Background: an optimization exercise with open tools, aiming at small area, a short achievable clock period and few clock cycles. Do not read the settings as production practice. Only the layout flow was run in this run; the RTL was not checked for function there.

[run.sh]
#!/bin/bash
# synth_recipe.tcl (not shown) runs the flow's synth.tcl, then flattens the netlist and writes it again
# the make line also repeats each setting of config.mk as NAME=value (left out here)
make -C /OpenROAD-flow-scripts/flow DESIGN_CONFIG=/design/flow/config.mk WORK_HOME=/design/flow/orfs CLKGATE_MAP_FILE= SYNTH_SCRIPT=/design/flow/synth_recipe.tcl finish
[config.mk]
export PLATFORM = sky130hd
export DESIGN_NAME = vpha_hash
export DESIGN_NICKNAME = vpha_hash
export VERILOG_FILES = /design/flow/design.v
export SDC_FILE = /design/flow/constraint.sdc
export NUM_CORES = 4
export LEC_CHECK = 0
export CAP_MARGIN = 20
export CORE_MARGIN = 2
export CORE_UTILIZATION = 40
export SLEW_MARGIN = 20
[constraint.sdc]
create_clock -name core_clock -period 12.0 [get_ports {clk}]
set_input_delay 2.4000 -clock core_clock [delete_from_list [all_inputs] [get_ports {clk}]]
set_output_delay 2.4000 -clock core_clock [all_outputs]
set_load 0.01 [all_outputs]
[design.v]
module vpha_hash (
    input  wire         clk,
    input  wire         rst,        
    input  wire         start,      
    input  wire [31:0]  len,        
    output reg          busy,
    output reg          done,
    output wire [31:0]  result,
    output reg          rd_req,
    output wire [31:0]  rd_addr,    
    output reg  [5:0]   rd_len,     
    input  wire         rd_ready,
    input  wire         rd_valid,
    input  wire [255:0] rd_data     
);
    reg [31:0]  h;             
    reg [1:0]   m;             
    reg [26:0]  blk;           
    reg [26:0]  rhi;           
    reg [4:0]   llo;           
    reg [2:0]   qlast;         
    reg         nslot;         
    reg         fdone;         
    reg         flast;         
    reg         fin;           
    reg         outst;         
    reg         ldb, lds;      
    reg [127:0] buf0, buf1;    
    reg [1:0]   full;          
    reg [2:0]   p;             
    reg         pdone;         
    reg [23:0]  prev;          
    reg [22:0]  xw;            
    reg         xv, xl;        
    assign result  = h;
    assign rd_addr = {blk, 5'd0};
    wire [255:0] bufw = {buf1, buf0};
    wire [31:0]  w    = bufw[32*p +: 32];
    wire [7:0] w0 = w[7:0],   w1 = w[15:8],  w2 = w[23:16], w3 = w[31:24];
    wire [7:0] p1 = prev[7:0], p2 = prev[15:8], p3 = prev[23:16];
    reg  [7:0] v0, v1, v2, v3;
    always @(*) begin
        case (m)
            2'd0: begin v0 = w0; v1 = w1; v2 = w2; v3 = w3; end
            2'd1: begin v0 = p3; v1 = w0; v2 = w1; v3 = w2; end
            2'd2: begin v0 = p2; v1 = p3; v2 = w0; v3 = w1; end
            default: begin v0 = p1; v1 = p2; v2 = p3; v3 = w0; end
        endcase
    end
    wire [22:0] xw_n = v0 * 23'd29791 + v1 * 23'd961 + v2 * 23'd31 + v3;
    wire [31:0] h_n  = h * 32'd923521 + {9'd0, xw};
    wire go    = full[p[2]] & ~pdone & busy;        
    wire wlast = fin & (p == qlast);                
    wire       ld0    = rd_valid & outst & (ldb | ~lds);
    wire       ld1    = rd_valid & outst & (ldb |  lds);
    wire       clr0   = go & (p == 3'd3);
    wire       clr1   = go & (p == 3'd7);
    wire       full0a = ld0 | (full[0] & ~clr0);
    wire       full1a = ld1 | (full[1] & ~clr1);
    wire [2:0] p_a    = go ? p + 3'd1 : p;
    wire       slot_free = nslot ? (~full1a | (p_a[2] & p_a[1]))
                                 : (~full0a | (~p_a[2] & p_a[1]));
    wire       acc    = rd_req & rd_ready;
    wire       can_req = busy & ~fdone & ~rd_req & (~outst | rd_valid) & slot_free;
    wire       rz     = (rhi == 27'd0);
    wire       r1     = (rhi == 27'd1);
    wire       le32   = rz | (r1 & (llo == 5'd0));
    wire       le16   = rz & (~llo[4] | (llo[3:0] == 4'd0));
    always @(posedge clk) begin
        if (rst) begin
            busy  <= 1'b0;
            done  <= 1'b0;
            rd_req <= 1'b0;
            outst <= 1'b0;
            full  <= 2'b00;
            xv    <= 1'b0;
            fdone <= 1'b1;
            pdone <= 1'b1;
        end else begin
            if (start & ~busy) begin
                done  <= (len == 32'd0);
                busy  <= (len != 32'd0);
                m     <= -len[1:0];
                case (-len[1:0])
                    2'd0: h <= 32'h00000001;
                    2'd1: h <= 32'hBDEF7BDF;
                    2'd2: h <= 32'hCC520C41;
                    default: h <= 32'hD50AE79F;
                endcase
                blk   <= 27'd0;
                rhi   <= len[31:5];
                llo   <= len[4:0];
                qlast <= len[4:2] - {2'b00, (len[1:0] == 2'd0)};
                nslot <= 1'b0;
                fdone <= (len[31:5] == 27'd0) | ((len[31:5] == 27'd1) & (len[4:0] == 5'd0));
                fin   <= 1'b0;
                full  <= 2'b00;
                p     <= 3'd0;
                pdone <= (len == 32'd0);
                prev  <= 24'd0;
                xv    <= 1'b0;
                rd_req <= (len != 32'd0);
                rd_len <= (len[31:5] != 27'd0) ? 6'd32 : {1'b0, len[4:0]};
                ldb   <= 1'b1;
                lds   <= 1'b0;
                flast <= (len[31:5] == 27'd0) | ((len[31:5] == 27'd1) & (len[4:0] == 5'd0));
            end else begin
                xv <= go;
                if (go) begin
                    xw    <= xw_n;
                    xl    <= wlast;
                    prev  <= w[31:8];
                    p     <= p + 3'd1;
                    if (wlast) pdone <= 1'b1;
                end
                if (xv) begin
                    h <= h_n;
                    if (xl) begin
                        busy <= 1'b0;
                        done <= 1'b1;
                    end
                end
                full <= {full1a, full0a};
                if (ld0) buf0 <= rd_data[127:0];
                if (ld1) buf1 <= rd_data[255:128];
                if (rd_valid & outst) begin
                    outst <= 1'b0;
                    if (flast) fin <= 1'b1;
                end
                if (acc) begin
                    rd_req <= 1'b0;
                    outst  <= 1'b1;
                    if (ldb | lds) begin
                        blk <= blk + 27'd1;
                        rhi <= rhi - 27'd1;
                    end
                end
                if (can_req) begin
                    rd_req <= 1'b1;
                    rd_len <= rz ? {1'b0, llo} : 6'd32;
                    ldb    <= 1'b0;
                    lds    <= nslot;
                    nslot  <= ~nslot;
                    flast  <= nslot ? le32 : le16;
                    fdone  <= nslot ? le32 : le16;
                end
            end
        end
    end
endmodule
==> notes.md <==
-- cell families (layout without fill, tap and decap cells) --
kind of cell    count (synthesis)  after routing  synth area share (%)
buf+inv                       410            818                 5.433
other cells                     1              9               0.01301
xor+xnor                      106            106                 3.220
flops                         422            422                 43.64
fa+ha+maj                     514            514                 28.48
mux                           117            117                 6.926
simple gates                  419            419                 6.752
compound gates                264            264                 5.542
-- flip-flops by register name (all words and copies together) (netlist names), 2 cells and up --
signal / flops
buf0: 128
buf1: 128
h: 32
blk: 27
rhi: 27
prev: 24
xw: 23
rd_len: 6
llo: 4
p: 3
qlast: 3
full: 2
m: 2
-- area by class of cell --
| type | count | area share (%) |
|---|---|---|
| Tap cell | 950 | 3.381 |
| Timing Repair Buffer | 386 | 10.81 |
| Sequential cell | 422 | 35.79 |
| Antenna cell | 4 | 0.02847 |
| Clock inverter | 30 | 0.8257 |
| Inverter | 345 | 3.691 |
| Multi-Input combinational cell | 1425 | 41.96 |
| Clock buffer | 57 | 3.513 |
-- worst max-delay path by stage --
stage	start	endpoint	slack [ps]	cells after the start
after floorplan	start	buf0[0]	1230	5
after global placement	p[0]	xw[22]	2920	28
after detailed placement	p[0]	xw[22]	2770	28
after CTS	p[0]	xw[22]	2720	28
after global routing	p[0]	xw[22]	2060	28
final	p[0]	xw[22]	2870	28
-- per-layer routing --
layer | track usage [%] | vias up | part of all wire (%) | routed length (um)
met5 | 0 | - | 0.098 | 72
met4 | 5.263 | 12 | 2.4 | 1731
met3 | 4.346 | 100 | 5.8 | 4267
met2 | 32.99 | 468 | 48 | 35410
met1 | 26.49 | 9021 | 43 | 31670
li1 | - | 8602 | - | -
-- worst max-delay path, delay by kind of cell (launching register included) --
kind            cells  cell delay, ps
flops               1             640
xor+xnor            1              80
compound gates      7            2690
buf+inv             7            1150
fa+ha+maj           8            3600
mux                 2             400
simple gates        3             260
-- cells in the final DEF, fill, tap and decap left out, types with 12 or more instances in the layout --
cell	count
edfxtp_1	413
clkdlybuf4s50_1	360
inv_1	343
ha_1	277
fa_1	237
nand2_1	184
o21ai_0	90
nor2_1	85
a21oi_1	70
mux4_2	64
xnor2_1	62
clkbuf_16	48
xor2_1	44
mux2i_1	33
nand3_1	30
buf_4	26
mux2_2	20
nor3_1	17
a31oi_1	14
a21o_1	14
nand4_1	13
clkinv_1	13
nor4_1	12
-- stage by stage --
stage,utilization [%]
global placement,47.02
floorplan,-
global route,49.18
detailed placement,47.03
finish,49.18
CTS,49.16
==> reports/results.tsv <==
stage	metric	value	unit
outcome	status	timing/DRC/antenna clean	
critical_path	cp_max_fo	26	
critical_path	r2r_end	xw[22]	
clock_tree	cts_tree	done	
critical_path	r2r-start	p[0]	
clock_tree	clockRootBuffer	clkbuf_16	
placement	portBuffers	360	
placement	post-place-cells	3528	
clock_tree	cts_num_sinks	422	
floorplanning	core	71490	um^2
cells_and_area	layout-drive-gt1-share	7.467	%
min_path	hold_path.class	flop to flop	
critical_path	cp-end-kind	flop	
timing	period_share	76.09	%
min_path	holdPathStages	2	
route	vias_per_cell	5.030	
floorplanning	initial_core_util	40.33	%
critical_path	start_kind	flop	
clock_tree	cts_buffer_depth	3	
placement	dp_hpwl	59.30	mm
global_route	grt_first_pass_wirelength	113.1	mm
critical_path	r2r_cells	28	
run	cap_violations	0	
floorplanning	die_x	272.5	um
global_route	gr-usage-all-layers	19.90	%
logic_synthesis	netlist-cell-type-count	71	
route	avgRoutedWirePerCell	20.21	um
timing	skew	19.85	ps
floorplanning	io_pins	366	
timing	tns	0	ps
global_route	grt_max_degree	88	
timing	setup_viol	0	
logic_synthesis	synth_top_area_share	43.01	%
timing	period_minus_slack	9131	ps
clock_tree	cts_setup_buffers	0	
critical_path	worstPathRequired	12310	ps
critical_path	crit_path_top_delay_cell	o21ai_0	
critical_path	reg2reg_slack	2870	ps
timing	hold_ws	486.2	ps
cells_and_area	area.growth.synth_to_final	21.92	%
logic_synthesis	synth_cells	2253	
clock_tree	cts_resized	0	
logic_synthesis	synthArstFlopShare	0	%
clock_tree	numCtsBuffers	47	
cells_and_area	final_area	35150	um^2
clock_tree	cts_hold_buf	0	
timing	fin_ws	2869	ps
cells_and_area	stdcell_count	3619	
route	initialDrtViolationCount	1142	
global_route	gr-total-overflow	0	
floorplanning	die_y	272.5	um
clock_tree	cts-htree-levels	2	
logic_synthesis	avgSynthCellArea	12.80	um^2
global_route	antenna_found_initial	11	
critical_path	crit_path_frequent_cell	fa_1	
logic_synthesis	ys_ff_latch	422	
logic_synthesis	yosysSeqAreaShare	43.64	%
logic_synthesis	yosysWarnings	1	
placement	gp_congestion	0.9046	
logic_synthesis	synth.most_common_cell	edfxtp_1	
timing	rsz0062_at_grt	false	
placement	dp_slack	2774	ps
min_path	hold_end	fdone	
min_path	hp-start	fdone	
critical_path	worstPathArrival	9440	ps
logic_synthesis	yosys.area.top_type	edfxtp_1	
cells_and_area	multi_input_area	14750	um^2
logic_synthesis	synth_edf_count	413	
cells_and_area	nNetsFinal	3434	
floorplanning	fp-row-count	98	
timing	slew_viol_final	0	
logic_synthesis	syn-cell-area	28830	um^2
logic_synthesis	synth_area_leaders	edfxtp_1, fa_1, ha_1	
critical_path	slowest_delay	880	ps
clock_tree	clk-insertion-delay-late	590	ps
logic_synthesis	ys.flop_type	edfxtp_1	
route	num_vias	18200	
route	routed_wl	73.15	mm
critical_path	path_class	flop to flop	
timing	hold_viol_final	0	
timing	achievable-frequency	0.1095	GHz
clock_tree	path_clk_slew	60	ps
global_route	grt_pass1_vias	19420	
cells_and_area	fillerInstances	6253	
route	final_antenna_net_count	0	
route	drc	0	
placement	place_area	33620	um^2
cells_and_area	ff_latch_area	12580	um^2
timing	max_slew_margin	24.87	%
logic_synthesis	synthTopCellsByCount	edfxtp_1, inv_1, ha_1, fa_1, nand2_1	
timing	tightest_slew	1115	ps
floorplanning	die_area	74250	um^2
route	drt_first_pass_iters	5	

## what the ideal ports hide
The flow's constraints put no driver on any port. The routed layout listed below was extracted and timed again, unchanged, in two steps. Step 1 assumes that a clkbuf_16 drives the clock port and a buf_2 every other input. Step 2 times the ports against the registers' clock, not the clock port: input delays grow and output delays shrink by t, the midpoint of the rising clock arrivals with the driver on. Three values: ideal ports, drivers, drivers and shift; two values: the first two.
shift t [ns]: 0.641
slack for setup (ns): 2.869 / 2.869 / 2.869
worst slew at a driven data input, ns: 0.11
After both steps setup and hold are still met in this run. For this run, drivers alone change the setup slack by 0.000 ns; drivers and shift together by 0.000 ns.
